Context: an optimization exercise on an open-source flow, tuned for small area, a short achievable clock period and few clock cycles. The choices shown serve that exercise and are no tape-out recipe. At most, simulation tests tie the RTL to the original design; equivalence was not proved. No functional check of the RTL was part of run 1. Power and IR drop assume default switching activity.

==> flow/design.v <==
module fww_macro_cpu (
    input  wire        clk,
    input  wire        rst,           
    input  wire        start,         
    input  wire [11:0] start_pc,
    input  wire        ext_allowed,   
    output wire        busy,
    output wire        done,
    output wire [2:0]  status_code,
    output wire [15:0] status_info,
    output wire [15:0] acc,
    output wire [15:0] pc,
    output wire [15:0] ir,
    output wire        mem_req,
    output wire        mem_we,
    output wire [11:0] mem_addr,
    output wire [15:0] mem_wdata,
    input  wire        mem_ack,
    input  wire [15:0] mem_rdata
);
    localparam I_IDLE    = 0,
               I_DONE    = 1,
               I_FETCH   = 2,     
               I_DECODE  = 3,     
               I_OPREAD  = 4,     
               I_WRITE   = 5,     
               I_READ2   = 6,     
               I_NEXT    = 7,     
               I_MUL     = 8,
               I_DIV     = 9,
               I_NEXTMD  = 10,    
               I_REFETCH = 11;    
    localparam [2:0] ST_RUNNING = 3'd0,
                     ST_HALTED  = 3'd1,
                     ST_DIVZERO = 3'd2,
                     ST_EXTDIS  = 3'd3,
                     ST_ADDROOR = 3'd4;
    localparam [3:0] OP_LOAD = 4'd1,  OP_STORE = 4'd2,
                     OP_ADD = 4'd3,  OP_SUB = 4'd4,   OP_MUL = 4'd5,
                     OP_DIV = 4'd6,  OP_JUMP = 4'd7,  OP_JZ = 4'd8,
                     OP_JN = 4'd9,   OP_JSUB = 4'd10, OP_RET = 4'd11,
                     OP_LOADI = 4'd12, OP_LOADID = 4'd13;
    reg [11:0] st;
    reg [15:0] acc_r, pc_r, ir_r;
    reg [15:0] v_r;             
    reg [2:0]  st_code;
    reg        ext_r;
    reg        neg_r;           
    reg [3:0]  cnt;             
    wire s_idle = st[I_IDLE],   s_done = st[I_DONE],     s_fetch = st[I_FETCH];
    wire s_dec  = st[I_DECODE], s_opr  = st[I_OPREAD],   s_wr    = st[I_WRITE];
    wire s_rd2  = st[I_READ2],  s_next = st[I_NEXT],     s_mul   = st[I_MUL];
    wire s_div  = st[I_DIV],    s_nmd  = st[I_NEXTMD],   s_ref   = st[I_REFETCH];
    wire [3:0]  opcode  = ir_r[15:12];
    wire [11:0] operand = ir_r[11:0];
    wire [15:0] pc_inc  = pc_r + 16'd1;
    wire        pc_last = (pc_r[11:0] == 12'hfff);    
    wire        pc_ok   = (pc_r[15:12] == 4'd0);
    wire o_load  = (opcode == OP_LOAD);
    wire o_store = (opcode == OP_STORE);
    wire o_add   = (opcode == OP_ADD);
    wire o_sub   = (opcode == OP_SUB);
    wire o_mul   = (opcode == OP_MUL);
    wire o_div   = (opcode == OP_DIV);
    wire o_jsub  = (opcode == OP_JSUB);
    wire o_ret   = (opcode == OP_RET);
    wire o_loadi = (opcode == OP_LOADI);
    wire o_ldid  = (opcode == OP_LOADID);
    wire op_read  = o_load | o_add | o_sub | o_mul | o_div | o_ret | o_ldid;
    wire op_write = o_store | o_jsub;
    wire ext_bad  = (o_loadi | o_ldid) & ~ext_r;
    wire taken    = (opcode == OP_JUMP) ||
                    ((opcode == OP_JZ) && (acc_r == 16'd0)) ||
                    ((opcode == OP_JN) && acc_r[15]);
    wire seq      = ~op_read & ~op_write & ~taken;    
    wire rdata_zero = (mem_rdata == 16'd0);
    wire ack        = mem_ack;
    wire        x_ir  = s_mul | s_div;
    wire        x_inv = s_nmd | s_opr;
    wire        y_inv = (s_next & o_sub) | (s_div & ~v_r[15]);
    wire        y_en  = s_next | s_div | (s_mul & acc_r[0]);
    wire        cin   = y_inv | x_inv;
    wire [15:0] add_x = x_ir ? (s_div ? {ir_r[14:0], acc_r[15]} : ir_r)
                             : (acc_r ^ {16{x_inv}});
    wire [15:0] add_y = (v_r ^ {16{y_inv}}) & {16{y_en}};
    wire [16:0] add_s = {1'b0, add_x} + {1'b0, add_y} + {16'd0, cin};
    wire [15:0] dv_y   = v_r ^ {16{~v_r[15]}};
    wire [16:0] dv_cmp = {1'b0, ir_r[11:0], acc_r[15:12]} + {1'b0, dv_y} + {16'd0, ~v_r[15]};
    wire        skip4  = (ir_r[14:12] == 3'd0) && !dv_cmp[16] && (cnt >= 4'd3);
    wire        qbit   = add_s[16];
    wire mul_last = (acc_r[15:1] == 15'd0);
    assign busy        = ~s_idle & ~s_done;
    assign done        = s_done;
    assign status_code = st_code;
    assign status_info = (st_code == ST_DIVZERO) ? {4'd0, operand} :
                         (st_code == ST_EXTDIS)  ? {12'd0, opcode} :
                         ((st_code == ST_ADDROOR) && pc_ok) ? v_r :
                         pc_r;
    assign acc         = acc_r;
    assign pc          = pc_r;
    assign ir          = ir_r;
    wire addr_pc  = s_fetch | s_ref;
    wire addr_inc = s_next | s_nmd | (s_dec & seq);
    wire addr_v   = s_rd2;
    assign mem_req   = (s_fetch & pc_ok) | s_ref | s_opr | s_wr | s_rd2 |
                       ((s_next | s_nmd) & ~pc_last) |
                       (s_dec & ((op_read & ~ext_bad) | op_write | taken |
                                 (seq & ~pc_last & ~ext_bad)));
    assign mem_we    = s_wr | (s_dec & op_write);
    assign mem_addr  = ({12{addr_pc}}  & pc_r[11:0]) |
                       ({12{addr_inc}} & pc_inc[11:0]) |
                       ({12{addr_v}}   & v_r[11:0]) |
                       ({12{~addr_pc & ~addr_inc & ~addr_v}} & operand);
    assign mem_wdata = o_jsub ? pc_inc : acc_r;
    wire go     = (s_idle | s_done) & start;
    wire f_ack  = s_fetch & pc_ok & ack;
    wire f_bad  = s_fetch & ~pc_ok;
    wire o_ack  = s_opr & ack;
    wire div_z  = o_ack & o_div & rdata_zero;
    wire div_go = o_ack & o_div & ~rdata_zero;
    wire ld_bad = o_ack & o_ldid & (mem_rdata[15:12] != 4'd0);
    wire d_exe  = s_dec & ~op_read & ~op_write & ~ext_bad;    
    wire div_end = s_div & (skip4 ? (cnt == 4'd3) : (cnt == 4'd0));
    wire [11:0] st_n;
    assign st_n[I_IDLE]    = s_idle & ~start;
    assign st_n[I_DONE]    = (s_done & ~start) | f_bad | (f_ack & rdata_zero) |
                             (s_dec & ext_bad) | div_z | ld_bad;
    assign st_n[I_FETCH]   = go | (s_fetch & pc_ok & ~ack) | d_exe |
                             (o_ack & o_ret) | s_next | (s_nmd & ~pc_last);
    assign st_n[I_DECODE]  = f_ack & ~rdata_zero;
    assign st_n[I_OPREAD]  = (s_dec & op_read & ~ext_bad) | (s_opr & ~ack);
    assign st_n[I_WRITE]   = (s_dec & op_write) | (s_wr & ~ack);
    assign st_n[I_READ2]   = (o_ack & o_ldid & ~ld_bad) | (s_rd2 & ~ack);
    assign st_n[I_NEXT]    = (o_ack & (o_load | o_add | o_sub)) | (s_wr & ack) |
                             (s_rd2 & ack) | (s_ref & ack);
    assign st_n[I_MUL]     = (o_ack & o_mul) | (s_mul & ~mul_last);
    assign st_n[I_DIV]     = div_go | (s_div & ~div_end);
    assign st_n[I_NEXTMD]  = (s_mul & mul_last) | div_end;
    assign st_n[I_REFETCH] = (s_nmd & pc_last) | (s_ref & ~ack);
    always @(posedge clk) begin
        if (rst)
            st <= 12'd1 << I_IDLE;
        else
            st <= st_n;
    end
    always @(posedge clk) begin
        if (go)
            pc_r <= {4'd0, start_pc};
        else if ((s_dec & taken & ~op_read & ~op_write) | (s_wr & ack & o_jsub))
            pc_r <= {4'd0, operand};
        else if ((d_exe & ~taken) | s_next | (s_nmd & ~pc_last))
            pc_r <= pc_inc;
        else if (o_ack & o_ret)
            pc_r <= mem_rdata;
        if (go)
            acc_r <= 16'd0;
        else if (d_exe & o_loadi)
            acc_r <= {4'd0, operand};
        else if (s_next & (o_load | o_ldid))
            acc_r <= v_r;
        else if ((s_next & (o_add | o_sub)) | (div_go & acc_r[15]) | (s_nmd & neg_r) |
                 (s_mul & mul_last))
            acc_r <= add_s[15:0];
        else if (s_mul)
            acc_r <= {1'b0, acc_r[15:1]};
        else if (s_div)
            acc_r <= skip4 ? {acc_r[11:0], 4'd0} : {acc_r[14:0], qbit};
        if (go | (o_ack & (o_mul | (o_div & ~rdata_zero))))
            ir_r <= 16'd0;
        else if (f_ack | (s_ref & ack))
            ir_r <= mem_rdata;
        else if ((s_mul & ~mul_last) | (s_div & ~skip4 & qbit))
            ir_r <= add_s[15:0];
        else if (s_div)
            ir_r <= skip4 ? {ir_r[11:0], acc_r[15:12]} : {ir_r[14:0], acc_r[15]};
        if (o_ack | (s_rd2 & ack))
            v_r <= mem_rdata;
        else if (s_mul)
            v_r <= {v_r[14:0], 1'b0};
        if (go)
            st_code <= ST_RUNNING;
        else if (f_bad | ld_bad)
            st_code <= ST_ADDROOR;
        else if (f_ack & rdata_zero)
            st_code <= ST_HALTED;
        else if (s_dec & ext_bad)
            st_code <= ST_EXTDIS;
        else if (div_z)
            st_code <= ST_DIVZERO;
        if (go)
            ext_r <= ext_allowed;
        if (o_ack)
            neg_r <= o_div & (acc_r[15] ^ mem_rdata[15]);
        if (div_go)
            cnt <= 4'd15;
        else if (s_div)
            cnt <= cnt - (skip4 ? 4'd4 : 4'd1);
    end
endmodule
==> flow/run.sh <==
#!/bin/bash
# synth_recipe.tcl (not shown) runs the flow's synth.tcl, then flattens the netlist and writes it again
# the make line also repeats each setting of config.mk as NAME=value (left out here)
make -C /OpenROAD-flow-scripts/flow DESIGN_CONFIG=/design/flow/config.mk WORK_HOME=/design/flow/orfs CLKGATE_MAP_FILE= SYNTH_SCRIPT=/design/flow/synth_recipe.tcl finish
==> flow/config.mk <==
export PLATFORM = sky130hd
export DESIGN_NAME = fww_macro_cpu
export DESIGN_NICKNAME = fww_macro_cpu
export VERILOG_FILES = /design/flow/design.v
export SDC_FILE = /design/flow/constraint.sdc
export NUM_CORES = 4
export LEC_CHECK = 0
export CAP_MARGIN = 20
export CORE_MARGIN = 2
export CORE_UTILIZATION = 40
export SETUP_SLACK_MARGIN = 4
export SLEW_MARGIN = 20
==> flow/constraint.sdc <==
create_clock -name core_clock -period 8.0 [get_ports {clk}]
set_input_delay 1.6000 -clock core_clock [delete_from_list [all_inputs] [get_ports {clk}]]
set_output_delay 1.6000 -clock core_clock [all_outputs]
set_load 0.01 [all_outputs]
==> results of run 1 <==
==> critical path, delay by kind of cell, from the launching register on <==
| family | cells | cell delay (ns) |
|---|---|---|
| AO/OA/AOI/OAI | 4 | 0.75 |
| buffers and inverters | 4 | 0.52 |
| AND/OR/NAND/NOR | 1 | 0.52 |
| flip-flops | 1 | 0.36 |
==> sequential cells by signal, indices dropped and copies added (netlist names) <==
name     cells
st_code      3
acc_r       16
ir_r        16
v_r         16
pc_r        16
st          12
ext_r        1
neg_r        1
cnt          4
==> through the flow <==
stage,instance area [µm²],hold slack [ns],cells
after floorplan,8570,0.452,1084
after detailed placement,9890,0.471,1422
final,11000,0.495,1498
after global routing,11000,0.511,1498
after CTS,10700,0.497,1481
after global placement,9890,0.476,1422
==> placed cells by master, fill, tap and decap left out, types with 24 or more instances in the layout <==
master,instances
buf_4,60
xor2_1,35
o221ai_1,29
inv_1,39
mux2i_1,39
o21ai_0,42
dfxtp_1,31
ha_1,33
clkdlybuf4s50_1,99
edfxtp_1,30
xnor2_1,32
nor2_1,112
a211oi_1,24
nand3_1,32
a21oi_1,99
nand2_1,92
==> layout make-up <==
class | count | area, µm²
timing repair buffer | 204 | 1910
clock buffer | 10 | 250
multi-input combinational | 879 | 6290
fill | 2008 | 9990
sequential | 85 | 2050
tap | 275 | 344
clock inverter | 6 | 42.5
inverter | 39 | 151
==> where the power goes <==
part / total [mW] / leakage [nW] / switching (mW) / internal, mW
Sequential: 0.513 / 0.739 / 0.0457 / 0.467
Clock: 0.438 / 0.151 / 0.206 / 0.232
Combinational: 0.426 / 3.54 / 0.245 / 0.181
Total: 1.38 / 4.43 / 0.497 / 0.880
==> worst max-delay path by stage <==
stage | start | end | cells past startpoint
floorplan | ir_r[12]$_SDFFE_PP0P_ | ir_r[10]$_SDFFE_PP0P_ | 18
global placement | ir_r[12]$_SDFFE_PP0P_ | mem_addr[11] | 8
detailed placement | ir_r[12]$_SDFFE_PP0P_ | mem_addr[0] | 7
CTS | acc_r[13]$_SDFFE_PP0P_ | mem_addr[4] | 9
global route | ir_r[13]$_SDFFE_PP0P_ | mem_addr[10] | 11
finish | ir_r[13]$_SDFFE_PP0P_ | mem_addr[7] | 9
==> metal layers <==
metal / vias to the layer above / share of wire / global-route usage
li1: 4290 / - / -
met1: 4636 / 0.40 / 0.474
met2: 707 / 0.43 / 0.522
met3: 177 / 0.11 / 0.0685
met4: 0 / 0.058 / 0.156
met5: - / 0 / 0
==> kinds of logic (layout without fill, tap and decap cells) <==
group                      count (synthesis)  in the layout  synth area share
AOI/OAI and AO/OA                        345            346             0.280
xor gates and xnor gates                  69             69            0.0706
adders and majority gates                 35             35            0.0529
buffers and inverters                    122            259            0.0690
DFF                                       85             85             0.234
muxes                                     63             63            0.0781
and+or+nand+nor                          365            366             0.215
==> repair_timing <==
item,4_1_cts,5_1_grt
resized for setup,106,66
setup endpoints to repair,77,58
pin swaps,13,21
buffers inserted,41,17
gates cloned,2,0
==> impl_metrics.toml, run 1 <==
[run_status]
status = "complete, no violations"

[worst_setup_path]
path_common_cell = "buf_6"
cp-start-kind = "flop"
crit_chain = "buf_12 -> or4_4 -> a2bb2oi_4 -> a21boi_4 -> buf_6 -> buf_6 -> o21ai_2 -> a221o_1 -> buf_2"
worst_ep_arrival_time_ns = 2.52
reg2reg_depth = 15
max_stage_delay_ns = 0.52
worst-setup-path-type = "flop to output pin"
end_kind = "output pin"
critPathSlowestCell = "or4_4"
rr_endpoint = "ir_r[10]$_SDFFE_PP0P_"
crit_path_max_fanout = 6
timing.rr.start = "st[8]$_SDFF_PP0_"
worstPathRequired_ns = 6.40
r2r_slack_ns = 4.16

[global_route]
grtUsageTotal = 0.345
grt_max_degree = 56
grt_pass1_wl_um = 57600
antenna_found_initial = 0
grt_overflow = 0
grt_pass1_vias = 9012

[timing]
setup_viol = 0
fin_crit_sh = 0.515
relSlewSlack = 0.361
finalMaxSlewViolations = 0
final.min_clock_period_ns = 4.12
finClkSkew_ns = 0.0113
tightest_slew_ns = 0.955
rsz0062_at_grt = "yes"
hold_viol = 0
fmax_ghz = 0.243
finalWorstSetupSlack_ns = 3.88
finalSetupTns_ns = 0

[die]
chipWidth_um = 150
fp.coreArea_mm2 = 0.0210
rows = 53
io_pins = 132
dieArea_mm2 = 0.0226
initial_utilization = 0.407
die_h_um = 150

[yosys]
ys.flop_type = "dfxtp_1"
async_reset_ff_frac = 0
syn_area_mm2 = 0.00856
yosysSeqAreaShare = 0.234
yosysWarnings = 1
yosys.area.top_type = "dfxtp_1"
synth-seq-cells = 85
synth_top_area_frac = 0.129
synth_cells = 1084
synth.net_count = 1152
yosys-top-cells-count = "nor2_1 (118), a21oi_1 (100), nand2_1 (92)"
synth_most_common_cell = "nor2_1"
ys_top_cells_by_area = "dfxtp_1 (13%), edfxtp_1 (11%), a21oi_1 (5.8%)"
synth.distinct_cells = 98
synth-edff-count = 30
syn_avg_cell_area_um2 = 7.89

[min_path]
hold_path_class = "flop to flop"
hold_depth = 2
min_from = "cnt[3]$_SDFFE_PP1P_"
hold_end = "cnt[3]$_SDFFE_PP1P_"

[final_layout]
diodes = 0
finish.utilization = 0.525
fin_nets = 1286
drive_above_1_share = 0.186
area_delta_synth_final_pct = 28.9

[clock_tree]
clk_pin_slew_worst_paths_ns = 0.07
h-tree-depth = 3
cts_tree = "yes"
cts-root-buf = "clkbuf_16"
ctsHoldBuffers = 0
worstSkewPairLatency_ns = 0.37
cts_sinks = 85
clock_path_buffers = 2
cts_made_buffers = 9

[route]
drtAntennaViolNets = 0
first_pass_iters = 6
drt-total-wl_um = 39700
wl_per_cell_um = 26.5
drc = 0
drtIter0Drc = 1346
vias_per_cell = 6.55
vias = 9810

[pwr]
power.leakage_nw = 4.43
power_mw = 1.38
ir_drop_mv = 0.0922
powerDensity_mw_per_mm2 = 125

[placement]
portBuffers = 131
hpwl_um = 27400
gp_congestion = 0.942
pre_cts_ws_ns = 3.04

[run]
cap_violations = 0
==> run 2, diff against run 1 <==
--- a/flow/design.v
+++ b/flow/design.v
@@ -47,13 +47,14 @@
     reg        ext_r;
     reg        neg_r;           
     reg [3:0]  cnt;             
+    reg        acc_z;           
     wire s_idle = st[I_IDLE],   s_done = st[I_DONE],     s_fetch = st[I_FETCH];
     wire s_dec  = st[I_DECODE], s_opr  = st[I_OPREAD],   s_wr    = st[I_WRITE];
     wire s_rd2  = st[I_READ2],  s_next = st[I_NEXT],     s_mul   = st[I_MUL];
     wire s_div  = st[I_DIV],    s_nmd  = st[I_NEXTMD],   s_ref   = st[I_REFETCH];
     wire [3:0]  opcode  = ir_r[15:12];
     wire [11:0] operand = ir_r[11:0];
-    wire [15:0] pc_inc  = pc_r + 16'd1;
+    wire [15:0] pc_inc  = {3'd0, {1'b0, pc_r[11:0]} + 13'd1};    
     wire        pc_last = (pc_r[11:0] == 12'hfff);    
     wire        pc_ok   = (pc_r[15:12] == 4'd0);
     wire o_load  = (opcode == OP_LOAD);
@@ -70,7 +71,7 @@
     wire op_write = o_store | o_jsub;
     wire ext_bad  = (o_loadi | o_ldid) & ~ext_r;
     wire taken    = (opcode == OP_JUMP) ||
-                    ((opcode == OP_JZ) && (acc_r == 16'd0)) ||
+                    ((opcode == OP_JZ) && acc_z) ||
                     ((opcode == OP_JN) && acc_r[15]);
     wire seq      = ~op_read & ~op_write & ~taken;    
     wire rdata_zero = (mem_rdata == 16'd0);
@@ -84,9 +85,6 @@
                              : (acc_r ^ {16{x_inv}});
     wire [15:0] add_y = (v_r ^ {16{y_inv}}) & {16{y_en}};
     wire [16:0] add_s = {1'b0, add_x} + {1'b0, add_y} + {16'd0, cin};
-    wire [15:0] dv_y   = v_r ^ {16{~v_r[15]}};
-    wire [16:0] dv_cmp = {1'b0, ir_r[11:0], acc_r[15:12]} + {1'b0, dv_y} + {16'd0, ~v_r[15]};
-    wire        skip4  = (ir_r[14:12] == 3'd0) && !dv_cmp[16] && (cnt >= 4'd3);
     wire        qbit   = add_s[16];
     wire mul_last = (acc_r[15:1] == 15'd0);
     assign busy        = ~s_idle & ~s_done;
@@ -120,7 +118,7 @@
     wire div_go = o_ack & o_div & ~rdata_zero;
     wire ld_bad = o_ack & o_ldid & (mem_rdata[15:12] != 4'd0);
     wire d_exe  = s_dec & ~op_read & ~op_write & ~ext_bad;    
-    wire div_end = s_div & (skip4 ? (cnt == 4'd3) : (cnt == 4'd0));
+    wire div_end = s_div & (cnt == 4'd0);
     wire [11:0] st_n;
     assign st_n[I_IDLE]    = s_idle & ~start;
     assign st_n[I_DONE]    = (s_done & ~start) | f_bad | (f_ack & rdata_zero) |
@@ -164,15 +162,15 @@
         else if (s_mul)
             acc_r <= {1'b0, acc_r[15:1]};
         else if (s_div)
-            acc_r <= skip4 ? {acc_r[11:0], 4'd0} : {acc_r[14:0], qbit};
+            acc_r <= {acc_r[14:0], qbit};
         if (go | (o_ack & (o_mul | (o_div & ~rdata_zero))))
             ir_r <= 16'd0;
         else if (f_ack | (s_ref & ack))
             ir_r <= mem_rdata;
-        else if ((s_mul & ~mul_last) | (s_div & ~skip4 & qbit))
+        else if ((s_mul & ~mul_last) | (s_div & qbit))
             ir_r <= add_s[15:0];
         else if (s_div)
-            ir_r <= skip4 ? {ir_r[11:0], acc_r[15:12]} : {ir_r[14:0], acc_r[15]};
+            ir_r <= {ir_r[14:0], acc_r[15]};
         if (o_ack | (s_rd2 & ack))
             v_r <= mem_rdata;
         else if (s_mul)
@@ -187,6 +185,7 @@
             st_code <= ST_EXTDIS;
         else if (div_z)
             st_code <= ST_DIVZERO;
+        acc_z <= (acc_r == 16'd0);
         if (go)
             ext_r <= ext_allowed;
         if (o_ack)
@@ -194,6 +193,6 @@
         if (div_go)
             cnt <= 4'd15;
         else if (s_div)
-            cnt <= cnt - (skip4 ? 4'd4 : 4'd1);
+            cnt <= cnt - 4'd1;
     end
 endmodule
==> impl_metrics.toml, run 2 <==
[die]
dieArea_mm2 = 0.0190
rows = 48
initial_utilization = 0.411
io_pins = 132
die_h_um = 138
chipWidth_um = 138
fp.coreArea_mm2 = 0.0174

[timing]
hold_ws_ns = 0.487
setup_viol = 0
finalSetupTns_ns = 0
fmax_ghz = 0.248
finalMaxSlewViolations = 0
finClkSkew_ns = 0.00637
final.min_clock_period_ns = 4.04
hold_viol = 0
fin_crit_sh = 0.505
relSlewSlack = 0.266
tightest_slew_ns = 1.10
rsz0062_at_grt = "yes"

[route]
first_pass_iters = 5
drc = 0
drt-total-wl_um = 29900
vias = 8060
vias_per_cell = 6.31
wl_per_cell_um = 23.4
drtAntennaViolNets = 0
drtIter0Drc = 753

[final_layout]
diodes = 0
postLayoutCellArea_mm2 = 0.00963
seq_area_mm2 = 0.00204
fin_nets = 1101
multiInputGateArea_mm2 = 0.00517
final_cell_mix = "clkdlybuf4s50_1 (117), nor2_1 (104), nand2_1 (94), a21oi_1 (65), o21ai_0 (59)"
fill_cells = 1655
final_common_cell = "clkdlybuf4s50_1"
drive_above_1_share = 0.169
area_delta_synth_final_pct = 34.5

[global_route]
grtUsageTotal = 0.309
grt_overflow = 0
grt_max_degree = 38
antenna_found_initial = 0
grt_pass1_vias = 7381
grt_pass1_wl_um = 43800

[clock_tree]
h-tree-depth = 3
clock_path_buffers = 2
cts_made_buffers = 9
clk_pin_slew_worst_paths_ns = 0.06
cts-root-buf = "clkbuf_16"
ctsHoldBuffers = 0
cts_sinks = 86
worstSkewPairLatency_ns = 0.35
cts_tree = "yes"

[yosys]
yosysWarnings = 1
synthAdderAreaFrac = 0.0370
synth_cells = 906
yosys.area_share.xor_xnor = 0.0722
synth.net_count = 959
synth.distinct_cells = 74
yosysSeqAreaShare = 0.282
syn_avg_cell_area_um2 = 7.90
synthSimpleGateAreaFrac = 0.226
synth_compound_area_frac = 0.244
synth_most_common_cell = "nor2_1"
ys_top_cells_by_area = "dfxtp_1 (16%), edfxtp_1 (13%), nor2_1 (5.7%)"
synth-edff-count = 30
async_reset_ff_frac = 0
synth_mux_area_frac = 0.0949
syn_area_mm2 = 0.00716
synth_top_family_by_area = "compound AO/OA/AOI/OAI gates"
synth-seq-cells = 86
yosys.area.top_type = "dfxtp_1"
ys.flop_type = "dfxtp_1"
synth_top_area_frac = 0.157
yosys-top-cells-count = "nor2_1 (109), nand2_1 (95), a21oi_1 (68)"

[pwr]
power.leakage_nw = 3.60
ir_drop_mv = 0.0868
powerDensity_mw_per_mm2 = 129

[min_path]
hold_path_class = "flop to flop"
hold_depth = 2

[placement]
placed_area_mm2 = 0.00863
gp_congestion = 0.943
portBuffers = 131
hpwl_um = 20600

[run_status]
status = "complete, no violations"

[worst_setup_path]
worst-setup-path-type = "flop to output pin"
end_kind = "output pin"
worstPathRequired_ns = 6.40
critPathSlowestCell = "or3b_1"
crit_chain = "or3b_1 -> o2111ai_4 -> buf_4 -> o211a_4 -> o21ai_0 -> a221o_1 -> dlygate4sd2_1"
cp.depth = 7
cp_top_family = "compound AO/OA/AOI/OAI gates"
reg2reg_depth = 14
max_stage_delay_ns = 0.46
worst_ep_arrival_time_ns = 2.44
cp_num_buf_inv = 2
crit_path_max_fanout = 13
cp-start-kind = "flop"

[run]
cap_violations = 0
==> run 2: cell types whose count changed after synthesis, sizes merged, moves of 7 or more <==
cell	previous run	this run
a211oi	28	15
a21oi	102	68
a22oi	2	14
buf	38	11
ha	33	18
inv	39	17
mux2	24	31
nor2	118	109
o221ai	30	13
or3	12	3
xnor2	32	22
==> run 2: routing by layer <==
| layer | share of wire | routed length [µm] | track usage |
|---|---|---|---|
| met1 | 0.41 | 12200 | 0.403 |
| met4 | 0.043 | 1300 | 0.138 |
| met5 | 0 | 0 | 0 |
| met2 | 0.46 | 13800 | 0.494 |
| met3 | 0.084 | 2510 | 0.0640 |
==> run 2: area by class of cell <==
class	count	area share
Sequential cell	86	0.212
Clock buffer	13	0.0303
Multi-Input combinational cell	747	0.537
Tap cell	225	0.0292
Clock inverter	3	0.00234
Timing Repair Buffer	187	0.183
Inverter	17	0.00663
==> run 2: report_power, final <==
group / internal (mW) / leakage [nW] / total (mW) / switching (mW)
clock network: 0.256 / 0.154 / 0.444 / 0.188
logic: 0.140 / 2.70 / 0.289 / 0.148
registers: 0.471 / 0.737 / 0.505 / 0.0344
total: 0.867 / 3.60 / 1.24 / 0.371
==> run 2: metrics by stage <==
step | cells | utilization | power, mW | setup slack [ns]
detailed placement | 1215 | 0.495 | 0.764 | 3.07
global placement | 1215 | 0.495 | 0.765 | 3.20
global route | 1278 | 0.553 | 1.28 | 3.89
CTS | 1264 | 0.544 | 1.23 | 3.91
finish | 1278 | 0.553 | 1.24 | 3.96
floorplan | 906 | - | 0.629 | 4.07
==> run 2: cell families (layout without fill, tap and decap cells) <==
| group | after synthesis | after routing |
|---|---|---|
| buffers and inverters | 77 | 220 |
| muxes | 64 | 64 |
| adders and majority gates | 20 | 20 |
| DFF | 86 | 86 |
| xor gates and xnor gates | 59 | 59 |
| AOI/OAI and AO/OA | 265 | 268 |
| and+or+nand+nor | 335 | 336 |
==> run 2: path summary, 6_finish.rpt <==
path | slack [ns] | startpoint | end
setup / recovery | 3.96 | ir_r[12]$_SDFF_PP0_ | mem_addr[9]
hold / removal | 0.49 | cnt[3]$_SDFFE_PP1P_ | cnt[3]$_SDFFE_PP1P_
setup reg to reg | 4.24 | ir_r[13]$_SDFF_PP0_ | ir_r[8]$_SDFF_PP0_
hold reg to reg | 0.49 | cnt[3]$_SDFFE_PP1P_ | cnt[3]$_SDFFE_PP1P_
==> run 2: worst min-delay path: stages (launching register included) <==
cell and delay [ns]:
dfxtp_1 0.33, xnor2_1 0.07, nand2_1 0.05
==> run 2: what timing repair did <==
| action | CTS | global route |
|---|---|---|
| resized for setup | 68 | 35 |
| buffers inserted | 29 | 14 |
| pin swaps | 5 | 7 |
| setup endpoints to repair | 74 | 61 |
| cloned | 4 | 0 |
Testbench counts of run 2, summed over its fixed seeds: cycles 308,023.
==> run 3, diff against run 2 <==
==> flow/flow/run.sh (new file) <==
#!/bin/bash
set -euo pipefail
cd "$(dirname "$0")/.."
export BUFFER_PORTS_ARGS="-buffer_cell sky130_fd_sc_hd__buf_1"
bash standard.sh > standard_make.log 2>&1
==> flow/standard.sh (new file) <==
#!/bin/bash
# synth_recipe.tcl (not shown) runs the flow's synth.tcl, then flattens the netlist and writes it again
# the make line also repeats each setting of config.mk as NAME=value (left out here)
make -C /OpenROAD-flow-scripts/flow DESIGN_CONFIG=/design/flow/config.mk WORK_HOME=/design/flow/orfs CLKGATE_MAP_FILE= SYNTH_SCRIPT=/design/flow/synth_recipe.tcl "${@:-finish}"
removed: flow/run.sh
==> impl_metrics.toml, run 3 <==
[timing]
setup_viol = 0
finalMaxSlewViolations = 0
finalSetupTns_ns = 0
hold_ws_ns = 0.488
fmax_ghz = 0.256
rsz0062_at_grt = "yes"
final.min_clock_period_ns = 3.91
fin_crit_sh = 0.489
relSlewSlack = 0.326
tightest_slew_ns = 1.01
finClkSkew_ns = 0.00844
hold_viol = 0

[route]
vias = 7743
drtIter0Drc = 728
wl_per_cell_um = 22.7
drc = 0
vias_per_cell = 6.19
first_pass_iters = 5
drtAntennaViolNets = 0
drt-total-wl_um = 28400

[global_route]
grt_max_degree = 38
grtUsageTotal = 0.292
grt_pass1_wl_um = 41700
antenna_found_initial = 0
grt_pass1_vias = 6992
grt_overflow = 0

[pwr]
p_sw_uw = 351
ir_drop_mv = 0.0985
power_mw = 1.13
power_frac_clock = 0.360
pwr-share-comb = 0.188
power.share.sequential = 0.452
switching_share = 0.312
powerDensity_mw_per_mm2 = 134
internal_power_uw = 775
power.leakage_nw = 3.01

[final_layout]
fin_nets = 1073
drive_above_1_share = 0.124
final_cell_mix = "buf_1 (131), nor2_1 (105), nand2_1 (94), a21oi_1 (67), o21ai_0 (59)"
instances_no_fill = 1250
diodes = 0
area_delta_synth_final_pct = 17.4
final_common_cell = "buf_1"
finish.utilization = 0.482

[yosys]
async_reset_ff_frac = 0
yosysSeqAreaShare = 0.282
synth_top_area_frac = 0.157
synth.distinct_cells = 74
synth_cells = 906
synth_top_family_by_area = "compound AO/OA/AOI/OAI gates"
synthSimpleGateAreaFrac = 0.226
ys.flop_type = "dfxtp_1"
ys_top_cells_by_area = "dfxtp_1 (16%), edfxtp_1 (13%), nor2_1 (5.7%)"
yosysWarnings = 1
synth-seq-cells = 86
synthAdderAreaFrac = 0.0370
synth-edff-count = 30
syn_area_mm2 = 0.00716
yosys.area.top_type = "dfxtp_1"
yosys-top-cells-count = "nor2_1 (109), nand2_1 (95), a21oi_1 (68)"
syn_avg_cell_area_um2 = 7.90
synth_most_common_cell = "nor2_1"
synth.net_count = 959
synth_compound_area_frac = 0.244
synth_mux_area_frac = 0.0949
yosys.area_share.xor_xnor = 0.0722

[die]
initial_utilization = 0.411
dieArea_mm2 = 0.0190
die_h_um = 138
rows = 48
chipWidth_um = 138
fp.coreArea_mm2 = 0.0174
io_pins = 132

[worst_setup_path]
crit_chain = "and3_1 -> and3_1 -> nand3_1 -> xor2_2 -> o21ai_0 -> a221o_1 -> buf_1"
worst-setup-path-type = "flop to output pin"
path_common_cell = "and3_1"
critPathSlowestCell = "edfxtp_1"
crit_path_max_fanout = 5
rr_endpoint = "ir_r[13]$_SDFF_PP0_"
cp_top_family = "simple AND/OR/NAND/NOR gates"
cp-start-kind = "flop"
reg2reg_depth = 14
cp-endpoint = "mem_addr[9]"
worst_ep_arrival_time_ns = 2.31
max_stage_delay_ns = 0.48
r2r_slack_ns = 4.19
timing.rr.start = "ir_r[12]$_SDFF_PP0_"
cp.depth = 7
end_kind = "output pin"
worstPathRequired_ns = 6.40
crit_start = "pc_r[4]$_DFFE_PP_"
cp_num_buf_inv = 1

[placement]
portBuffers = 131
gp_congestion = 0.911
placed_cells = 1213
hpwl_um = 20100

[clock_tree]
cts_made_buffers = 9
clk_pin_slew_worst_paths_ns = 0.06
ctsHoldBuffers = 0
worstSkewPairLatency_ns = 0.35
h-tree-depth = 3
cts_tree = "yes"
cts-root-buf = "clkbuf_16"
clock_path_buffers = 2
cts_sinks = 86

[min_path]
min_from = "cnt[3]$_SDFFE_PP1P_"
hold_path_class = "flop to flop"

[run_status]
status = "complete, no violations"

[run]
cap_violations = 0
-- run 3: cell types whose count changed in the layout (fill, tap and decap cells not counted), moves of 4 or more --
cell,delta
buf_1,+131
clkdlybuf4s50_1,-117
buf_4,-19
clkbuf_2,-9
nor4_4,-4
-- run 3: timing repair --
item                                    CTS  global route
cloned                                    0             1
setup buffers                             9            11
gates resized for setup                  16            23
endpoints found under the setup margin   42            58
pin swaps                                 3             2
-- run 3: cells by family (layout without fill, tap and decap cells) --
kind of cell,Yosys count,after routing
simple gates,335,335
mux,64,64
flops,86,86
buf+inv,77,195
fa+ha+maj,20,20
compound gates,265,266
xor+xnor,59,59
-- run 3: layer usage --
layer	share of wire	GRT usage	vias to the layer above
li1	-	-	3555
met1	0.43	0.401	3684
met2	0.46	0.472	436
met3	0.083	0.0482	68
met4	0.026	0.0822	0
met5	0	0	-
-- run 3: tightest hold or removal path: stages (launching register included) --
cell,delay (ns)
dfxtp_1,0.33
xnor2_1,0.07
nand2_1,0.05
-- run 3: per-stage QoR --
step	cell area, µm²	worst slack (ns)
after floorplan	7160	4.07
after global placement	7790	3.28
after detailed placement	7790	3.14
after CTS	8200	3.96
after global routing	8400	3.92
final	8400	4.09
-- run 3: how the worst min path moves through the flow --
stage          depth (start not counted)  slack (ns)                  end
2_1_floorplan                          1        0.45     st[0]$_SDFF_PP1_
3_3_place_gp                           2        0.47  cnt[3]$_SDFFE_PP1P_
3_5_place_dp                           2        0.47  cnt[3]$_SDFFE_PP1P_
4_1_cts                                2        0.49  cnt[3]$_SDFFE_PP1P_
5_1_grt                                2        0.54  cnt[3]$_SDFFE_PP1P_
6_report                               2        0.49  cnt[3]$_SDFFE_PP1P_
-- run 3: power groups by stage --
stage | Combinational, mW | Sequential [mW] | Clock [mW]
after global routing | 0.230 | 0.511 | 0.426
after detailed placement | 0.190 | 0.519 | 0
after CTS | 0.195 | 0.508 | 0.411
after global placement | 0.190 | 0.519 | 0
after floorplan | 0.122 | 0.506 | 0
final | 0.212 | 0.509 | 0.405
-- run 3: layout make-up --
cell class	instances	area, µm²
multi-input cells	744	5010
flip-flops and latches	86	2040
well taps	225	282
clock buffers	14	258
fillers	1821	9010
clock inverters	2	16.3
inverters	17	63.8
repair buffers	162	741

==> port drivers added, routing unchanged <==
Ports are ideal in the flow. The routed layouts listed here were re-timed in OpenROAD.
Step 1, drivers: a clkbuf_16 drives clk and a buf_2 each remaining input, both assumed.
Step 2 times the ports against the registers' clock, not the clock port: input delays grow and output delays shrink by t, the midpoint of the rising clock arrivals with the driver on.
a / b / c = ideal ports / drivers / drivers and shift; a / b = the first two.
| run | shift t [ns] | setup slack, ns | worst data-port slew with drivers (ns) | cell pins on the clock port's net |
|---|---|---|---|---|
| run 1 | 0.410 | 3.881 / 3.832 / 3.622 | 0.06 | 1 |
| run 2 | 0.395 | 3.961 / 3.917 / 3.736 | 0.06 | 1 |
| run 3 | 0.391 | 4.086 / 4.042 / 3.798 | 0.04 | 1 |
After both steps every run listed still meets setup and hold. The setup slack of run 3, which loses most, moves by -0.044 ns with the drivers and by -0.288 ns with both steps.
